This design comes from an exercise in tuning for small area, a short achievable clock period and few clock cycles per item on the open sky130 flow, not from production work.
Where RTL was checked, it was by simulation tests only, not by an equivalence proof against the original.
Power is estimated from default activity; no workload was simulated.

==> inputs of harbor <==
==> flow/design.v (excerpt) <==
module rc_rx (
    input  wire        clk,
    input  wire        rst,
    input  wire        ev_valid,
    output wire        ev_ready,
    input  wire [15:0] ev_dt,
    input  wire        ev_edge,
    input  wire [7:0]  cfg_tol,      
    input  wire        cfg_in_en,    
    input  wire        clr_valid,    
    output reg         res_valid,
    output reg  [31:0] res_value,
    output reg  [7:0]  res_len,
    output reg  [31:0] res_unit,
    output reg  [2:0]  res_proto
);
clock: 20.0 ns
lec_check: 0
cap_margin: 20
core_margin: 2
core_utilization: 60
slew_margin: 20
standard.sh (not shown) runs the stock make flow with config.mk's settings and CLKGATE_MAP_FILE= SYNTH_SCRIPT=/design/flow/synth_recipe.tcl, a recipe that flattens the netlist after the stock synthesis.
==> flow/flow/run.sh <==
#!/bin/bash
# The standard layout, with one change: the buffers that ORFS puts on
# every input and output port are buf_4 cells instead of the slow delay
# buffer buffer_ports picks by default. Everything else is standard.sh.
set -euo pipefail
export BUFFER_PORTS_ARGS="-buffer_cell sky130_fd_sc_hd__buf_4"
bash standard.sh > standard.log 2>&1
==> pepper (differences from harbor) <==
--- a/flow/design.v
+++ b/flow/design.v
@@ -86,24 +86,25 @@
     reg  [12:0] tbe [0:32];         
     reg  [6:0]  cnt;
     reg         rep;
     reg  [7:0]  t_cur;              
     reg  [9:0]  t_x3;               
     reg         rs;                 
+    reg         rst_q;              
     wire in_big = ev_dt > 16'd4300;
     wire in_e   = ev_edge & cfg_in_en;
     wire slow   = ~in_e | ~last_e | (rep & (cnt >= 7'd7) & in_big);
     reg  [1:0]  dv_st;
     reg  [2:0]  dp;
     reg  [8:0]  ds1, ds2, ds3;      
     reg         dv_fresh;           
     reg  [3:0]  dv_j;               
     reg  [2:0]  nib;
     reg  [6:0]  dv_r;
     reg  [29:0] dv_u;
-    reg  [9:0]  tm_lo, tm_hi;       
+    reg  [2:0]  dq;                 
     reg         dq_v;
     reg  [6:0]  tra;                
     reg  [6:0]  trb;
     reg  [20:0] tq;                 
     reg  [2:0]  tqb;
     reg  [1:0]  sc_st;
@@ -208,12 +209,23 @@
                 3'd4:    smul = {9'd18,  9'd12,  9'd6};
                 3'd5:    smul = {9'd42,  9'd28,  9'd14};
                 default: smul = {9'd69,  9'd46,  9'd23};
             endcase
         end
     endfunction
+    wire [26:0] sm_nxt  = smul(dp + 3'd1);
+    wire [6:0]  s_nxt   = rs ? 7'd31 : sm_nxt[6:0];
+    wire        w4      = (g_top == 4'd4);
+    wire        sk2     = w4 & ({1'b0, g[14:9]} < s_nxt);
+    wire        sk1     = w4 & ~sk2 & ({4'b0000, g[14:12]} < s_nxt);
+    wire [6:0]  r_prep  = sk2 ? {1'b0, g[14:9]} : {4'b0000, g[14:12]};
+    wire [3:0]  j_prep  = sk2 ? 4'd2 : sk1 ? 4'd3 : g_top;
+    wire [2:0]  n_prep  = sk2 ? g[8:6] : sk1 ? g[11:9] : gdig(g33, g_top);
+    wire        prep    = rs | (dv_step & (dv_j == 4'd0));
+    wire [9:0]  tm_lo = tmul2(dq[1:0], t_cur, t_x3);
+    wire [9:0]  tm_hi = dq[2] ? {t_cur, 2'b00} : 10'd0;
     wire [11:0] tn = {2'b00, tra, 3'b000} + {2'b00, trb, 3'b000} +
                      {2'b00, tm_lo} + {2'b00, tm_hi};
     reg  [5:0]  tq2;
     reg  [6:0]  trr;
     always @(*) begin
         case (tn[11:7])
@@ -285,21 +297,32 @@
     endfunction
     wire x_zero  = in_rng(x_r, zh_lo, zh_hi);
     wire x_one   = in_rng(x_r, oh_lo, oh_hi);
     wire is_zero = x_zero & in_rng(y_r, zl_lo, zl_hi);
     wire is_one  = x_one & in_rng(y_r, ol_lo, ol_hi);
     wire x_fail  = (sp == 3'd3) & (bk >= 3'd3) & fv & ~(x_zero | x_one);
-    wire sc_fetch = ~rs & (((sc_st == SC_BND) & ~fv) | (sc_st == SC_SCAN)) & sc_avail;
+    wire sc_byp   = wr_slot & (need == cnt + 7'd1);
+    wire sc_fetch = ~rs & (((sc_st == SC_BND) & ~fv) | (sc_st == SC_SCAN)) & (sc_avail | sc_byp);
     wire sc_check = ~rs & (sc_st == SC_SCAN) & fv;
     wire sc_take  = ~rs & take;
     wire sc_bnd   = ~rs & (sc_st == SC_BND);
     always @(posedge clk) begin
+        rst_q <= rst;
         if (rst) begin
-            rdy       <= 1'b1;
-            rdy_n     <= 1'b0;
+            rdy       <= 1'b0;
+            rdy_n     <= 1'b1;
             a_v       <= 1'b0;
+        end else begin
+            if (accept)
+                a_v <= 1'b1;
+            else if (consume)
+                a_v <= 1'b0;
+            rdy   <= ~(accept & slow) & ~(a_v & stall);
+            rdy_n <= (accept & slow) | (a_v & stall);
+        end
+        if (rst_q) begin
             last_e    <= 1'b1;
             eacc      <= 32'd0;
             g         <= 32'd0;
             cnt       <= 7'd0;
             rep       <= 1'b0;
             t_cur     <= 8'd0;
@@ -309,19 +332,13 @@
             dp        <= 3'd1;
             sc_st     <= SC_WAIT;
             sp        <= 3'd1;
             fv        <= 1'b0;
         end else begin
             if (accept)
-                a_v <= 1'b1;
-            else if (consume)
-                a_v <= 1'b0;
-            if (accept)
                 last_e <= in_e;
-            rdy   <= ~(accept & slow) & ~(a_v & stall);
-            rdy_n <= (accept & slow) | (a_v & stall);
             if (s_ser)
                 eacc <= {ssum[7:0], eacc[31:8]};
             if (act_edge)
                 eacc <= 32'd0;
             if (wr_slot)
                 cnt <= cnt + 7'd1;
@@ -390,14 +407,14 @@
                     end
                     default: ;
                 endcase
             end
         end
     end
-    wire res_ld  = rst | clr_valid | publish;
-    wire res_set = publish & ~rst;
+    wire res_ld  = rst_q | clr_valid | publish;
+    wire res_set = publish & ~rst_q;
     always @(posedge clk) begin
         if (res_ld) begin
             res_valid <= res_set;
             res_value <= {32{res_set}} & scode;
             res_len   <= {8{res_set}} & {2'b00, cnt[6:1] - ((cnt[0]) ? 6'd0 : 6'd1)};
             res_unit  <= {32{res_set}} & {2'b00, u_cur};
@@ -446,21 +463,22 @@
         if (wr_slot) begin
             if (cnt[0])
                 tbo[cnt[6:1]] <= d_eff[12:0];
             else
                 tbe[cnt[6:1] - 6'd1] <= d_eff[12:0];
         end
-        if (dv_step | (dv_st == DV_TAIL))
+        if (prep)
+            dv_r <= r_prep;
+        else if (dv_step)
             dv_r <= dr_new;
-        tm_lo <= tmul2(dq_new[1:0], t_cur, t_x3);
-        tm_hi <= dq_new[2] ? {t_cur, 2'b00} : 10'd0;
+        dq    <= dq_new;
         if (rs) begin
             {ds3, ds2, ds1} <= smul(3'd1);
-            dv_fresh <= 1'b1;
-            dv_j  <= g_top;
-            nib   <= gdig(g33, g_top);
+            dv_fresh <= ~(sk1 | sk2);
+            dv_j  <= j_prep;
+            nib   <= n_prep;
             dv_u  <= 30'd0;
             dq_v  <= 1'b0;
             tra   <= 7'd0;
             trb   <= 7'd0;
             tq    <= 21'd0;
             tqb   <= 3'd0;
@@ -475,31 +493,26 @@
                 dv_u  <= {dv_first ? 27'd0 : dv_u[26:0], dq_new};
                 dv_fresh <= 1'b0;
                 dv_j  <= dv_j - 4'd1;
                 nib   <= gdig(g33, dv_j - 4'd1);
                 dq_v  <= 1'b1;
                 if (dv_j == 4'd0) begin
-                    {ds3, ds2, ds1} <= smul(dp + 3'd1);
-                    dv_fresh <= 1'b1;
-                    dv_j  <= g_top;
-                    nib   <= gdig(g33, g_top);
+                    {ds3, ds2, ds1} <= sm_nxt;
+                    dv_fresh <= ~(sk1 | sk2);
+                    dv_j  <= j_prep;
+                    nib   <= n_prep;
                 end
             end else begin
                 dq_v  <= 1'b0;
             end
             if (dv_first & dv_step) begin
                 tra   <= 7'd0;
                 trb   <= 7'd0;
                 tq    <= 21'd0;
                 tqb   <= 3'd0;
             end
-            if ((dv_st == DV_TAIL) & (dv_j != 4'd0) & ({6'd0, nib} < ds1)) begin
-                dv_fresh <= 1'b0;
-                dv_j  <= dv_j - 4'd1;
-                nib   <= gdig(g33, dv_j - 4'd1);
-            end
         end
         if (sc_take) begin
             u_cur   <= dv_u;
             tol_cur <= tq + {15'd0, tqb, 3'b000};
             tol_c   <= (({1'b0, tra} + {1'b0, trb}) >= 8'd200) ? 2'd2 :
                        (({1'b0, tra} + {1'b0, trb}) >= 8'd100) ? 2'd1 : 2'd0;
@@ -528,13 +541,13 @@
                 3'd4: begin ol_lo <= n_lo; ol_hi <= n_hi; end
                 default: ;
             endcase
         end
         if (sc_fetch) begin
             x_r  <= inv ? rd_e : rd_o;
-            y_r  <= inv ? rd_o : rd_e;
+            y_r  <= sc_byp ? d_eff[12:0] : inv ? rd_o : rd_e;
             ia   <= ia + 6'd1;
             ib   <= ib + 6'd1;
             need <= need + 7'd2;
         end
         if (sc_check)
             scode <= {scode[30:0], ~is_zero};
--- a/flow/config.mk
+++ b/flow/config.mk
@@ -5,7 +5,9 @@
 export SDC_FILE = /design/flow/constraint.sdc
 export NUM_CORES = 4
 export LEC_CHECK = 0
 export CAP_MARGIN = 20
 export CORE_MARGIN = 2
 export CORE_UTILIZATION = 60
+export CTS_CLUSTER_DIAMETER = 60
+export CTS_CLUSTER_SIZE = 30
 export SLEW_MARGIN = 20
==> cedar (differences from harbor) <==
--- a/flow/design.v
+++ b/flow/design.v
@@ -86,24 +86,25 @@
     reg  [12:0] tbe [0:32];         
     reg  [6:0]  cnt;
     reg         rep;
     reg  [7:0]  t_cur;              
     reg  [9:0]  t_x3;               
     reg         rs;                 
+    reg         rst_q;              
     wire in_big = ev_dt > 16'd4300;
     wire in_e   = ev_edge & cfg_in_en;
     wire slow   = ~in_e | ~last_e | (rep & (cnt >= 7'd7) & in_big);
     reg  [1:0]  dv_st;
     reg  [2:0]  dp;
     reg  [8:0]  ds1, ds2, ds3;      
     reg         dv_fresh;           
     reg  [3:0]  dv_j;               
     reg  [2:0]  nib;
     reg  [6:0]  dv_r;
     reg  [29:0] dv_u;
-    reg  [9:0]  tm_lo, tm_hi;       
+    reg  [2:0]  dq;                 
     reg         dq_v;
     reg  [6:0]  tra;                
     reg  [6:0]  trb;
     reg  [20:0] tq;                 
     reg  [2:0]  tqb;
     reg  [1:0]  sc_st;
@@ -208,12 +209,14 @@
                 3'd4:    smul = {9'd18,  9'd12,  9'd6};
                 3'd5:    smul = {9'd42,  9'd28,  9'd14};
                 default: smul = {9'd69,  9'd46,  9'd23};
             endcase
         end
     endfunction
+    wire [9:0]  tm_lo = tmul2(dq[1:0], t_cur, t_x3);
+    wire [9:0]  tm_hi = dq[2] ? {t_cur, 2'b00} : 10'd0;
     wire [11:0] tn = {2'b00, tra, 3'b000} + {2'b00, trb, 3'b000} +
                      {2'b00, tm_lo} + {2'b00, tm_hi};
     reg  [5:0]  tq2;
     reg  [6:0]  trr;
     always @(*) begin
         case (tn[11:7])
@@ -290,16 +293,26 @@
     wire x_fail  = (sp == 3'd3) & (bk >= 3'd3) & fv & ~(x_zero | x_one);
     wire sc_fetch = ~rs & (((sc_st == SC_BND) & ~fv) | (sc_st == SC_SCAN)) & sc_avail;
     wire sc_check = ~rs & (sc_st == SC_SCAN) & fv;
     wire sc_take  = ~rs & take;
     wire sc_bnd   = ~rs & (sc_st == SC_BND);
     always @(posedge clk) begin
+        rst_q <= rst;
         if (rst) begin
-            rdy       <= 1'b1;
-            rdy_n     <= 1'b0;
+            rdy       <= 1'b0;
+            rdy_n     <= 1'b1;
             a_v       <= 1'b0;
+        end else begin
+            if (accept)
+                a_v <= 1'b1;
+            else if (consume)
+                a_v <= 1'b0;
+            rdy   <= ~(accept & slow) & ~(a_v & stall);
+            rdy_n <= (accept & slow) | (a_v & stall);
+        end
+        if (rst_q) begin
             last_e    <= 1'b1;
             eacc      <= 32'd0;
             g         <= 32'd0;
             cnt       <= 7'd0;
             rep       <= 1'b0;
             t_cur     <= 8'd0;
@@ -309,19 +322,13 @@
             dp        <= 3'd1;
             sc_st     <= SC_WAIT;
             sp        <= 3'd1;
             fv        <= 1'b0;
         end else begin
             if (accept)
-                a_v <= 1'b1;
-            else if (consume)
-                a_v <= 1'b0;
-            if (accept)
                 last_e <= in_e;
-            rdy   <= ~(accept & slow) & ~(a_v & stall);
-            rdy_n <= (accept & slow) | (a_v & stall);
             if (s_ser)
                 eacc <= {ssum[7:0], eacc[31:8]};
             if (act_edge)
                 eacc <= 32'd0;
             if (wr_slot)
                 cnt <= cnt + 7'd1;
@@ -390,14 +397,14 @@
                     end
                     default: ;
                 endcase
             end
         end
     end
-    wire res_ld  = rst | clr_valid | publish;
-    wire res_set = publish & ~rst;
+    wire res_ld  = rst_q | clr_valid | publish;
+    wire res_set = publish & ~rst_q;
     always @(posedge clk) begin
         if (res_ld) begin
             res_valid <= res_set;
             res_value <= {32{res_set}} & scode;
             res_len   <= {8{res_set}} & {2'b00, cnt[6:1] - ((cnt[0]) ? 6'd0 : 6'd1)};
             res_unit  <= {32{res_set}} & {2'b00, u_cur};
@@ -448,14 +455,13 @@
                 tbo[cnt[6:1]] <= d_eff[12:0];
             else
                 tbe[cnt[6:1] - 6'd1] <= d_eff[12:0];
         end
         if (dv_step | (dv_st == DV_TAIL))
             dv_r <= dr_new;
-        tm_lo <= tmul2(dq_new[1:0], t_cur, t_x3);
-        tm_hi <= dq_new[2] ? {t_cur, 2'b00} : 10'd0;
+        dq    <= dq_new;
         if (rs) begin
             {ds3, ds2, ds1} <= smul(3'd1);
             dv_fresh <= 1'b1;
             dv_j  <= g_top;
             nib   <= gdig(g33, g_top);
             dv_u  <= 30'd0;
==> flow/config.mk (replaced) <==
export PLATFORM = sky130hd
export DESIGN_NAME = rc_rx
export DESIGN_NICKNAME = rc_rx
export VERILOG_FILES = /design/flow/design.v
export SDC_FILE = /design/flow/constraint.sdc
export NUM_CORES = 4
export LEC_CHECK = 0
export CAP_MARGIN = 20
export CORE_MARGIN = 2
export CORE_UTILIZATION = 40
export CTS_CLUSTER_DIAMETER = 40
export CTS_CLUSTER_SIZE = 40
export SLEW_MARGIN = 20
==> notes.md <==
- cedar passed the timing, DRC and antenna checks. harbor went through all stages and came out clean. pepper completed without violations.
- Design area: cedar > harbor > pepper.
- The highest clock power belongs to cedar, the lowest to pepper.
- Utilization: harbor > pepper > cedar.
- The highest synthesized cell count belongs to cedar, the lowest to harbor.
- The highest global-route usage belongs to harbor, the lowest to cedar.
- Against pepper, the first-iteration DRC count of harbor is larger by 2.5%.
- Worst setup slack, highest first: pepper, cedar, harbor.
- Against cedar, the critical path depth of harbor is higher by 4.
- Power, lowest first: pepper, harbor, cedar.
==> figures <==
| metric | pepper | cedar | harbor |
|---|---|---|---|
| Num sequential | 1455 | 1455 | 1469 |
| Core footprint | 115000 um^2 | 172000 um^2 | 115000 um^2 |
| Slack of the worst reg-to-reg path | 14.78 ns | 14.63 ns | 14.51 ns |
| Combinational share of power | 9.4% | 8.3% | 11.7% |
| Highest metal layer with signal wires | met4 | met5 | met5 |
| Fmax | 0.189 GHz | 0.174 GHz | 0.166 GHz |
| Transition time at the pin with the least slew margin | 1.15 ns | 1.12 ns | 1.15 ns |
| Run status | timing/DRC/antenna clean | timing/DRC/antenna clean | timing/DRC/antenna clean |
| Final worst path period need | 5.30 ns | 5.74 ns | 6.03 ns |
| Tap cells | 1512 | 2310 | 1512 |
| Length of routed wiring on met1 | 73.8 mm | 76.2 mm | 72.9 mm |
| Static power due to leakage | 28.1 nW | 29.2 nW | 28.6 nW |
| Final area over synthesized area | 1.102x | 1.150x | 1.109x |
| Wire length of the first global-routing pass | 245 mm | 259 mm | 250 mm |
| Critical Path Sink | res_value[3] | res_value[2] | res_value[24] |
| Post-Synth Adder-Cell Area | 7.23% | 7.22% | 7.18% |
| Stages on the worst setup path | 1 | 1 | 5 |
| Clock network power consumption | 0.00250 W | 0.00342 W | 0.00271 W |
| Vert. Die Dim | 344 um | 420 um | 344 um |
Testbench counts of pepper, summed over its fixed seeds: cycles 22,687, events 22,061.
Testbench counts of cedar, summed over its fixed seeds: cycles 23,025, events 22,061.
Function not checked in harbor: the RTL went through the layout flow alone.

## port drivers added, routing unchanged
No port has a modelled driver above. Below, the same layouts with a new extraction and two added sets of constraints. Step 1: set_driving_cell puts a clkbuf_16 on clk and a buf_2 on each other input, an assumption about the parent block. Step 2 also shifts input and output timing later by t, the mid clock arrival at the registers, as if the neighbouring blocks saw the same clock. a / b / c = no drivers / after step 1 / after step 2; a / b = the first two.
| run | t, ns | setup WS [ns] | hold slack, ns | worst data-port slew with drivers (ns) |
|---|---|---|---|---|
| harbor | 0.829 | 13.969 / 14.020 / 13.191 | 0.433 / 0.433 / 0.433 | 0.06 |
| pepper | 0.811 | 14.699 / 14.614 / 14.129 | 0.440 / 0.440 / 0.440 | 0.11 |
| cedar | 0.871 | 14.260 / 14.184 / 14.055 | 0.431 / 0.431 / 0.431 | 0.05 |
After both steps setup and hold are still met in every run listed. The setup slack of harbor, which loses most, moves by +0.051 ns with the drivers and by -0.778 ns with both steps.
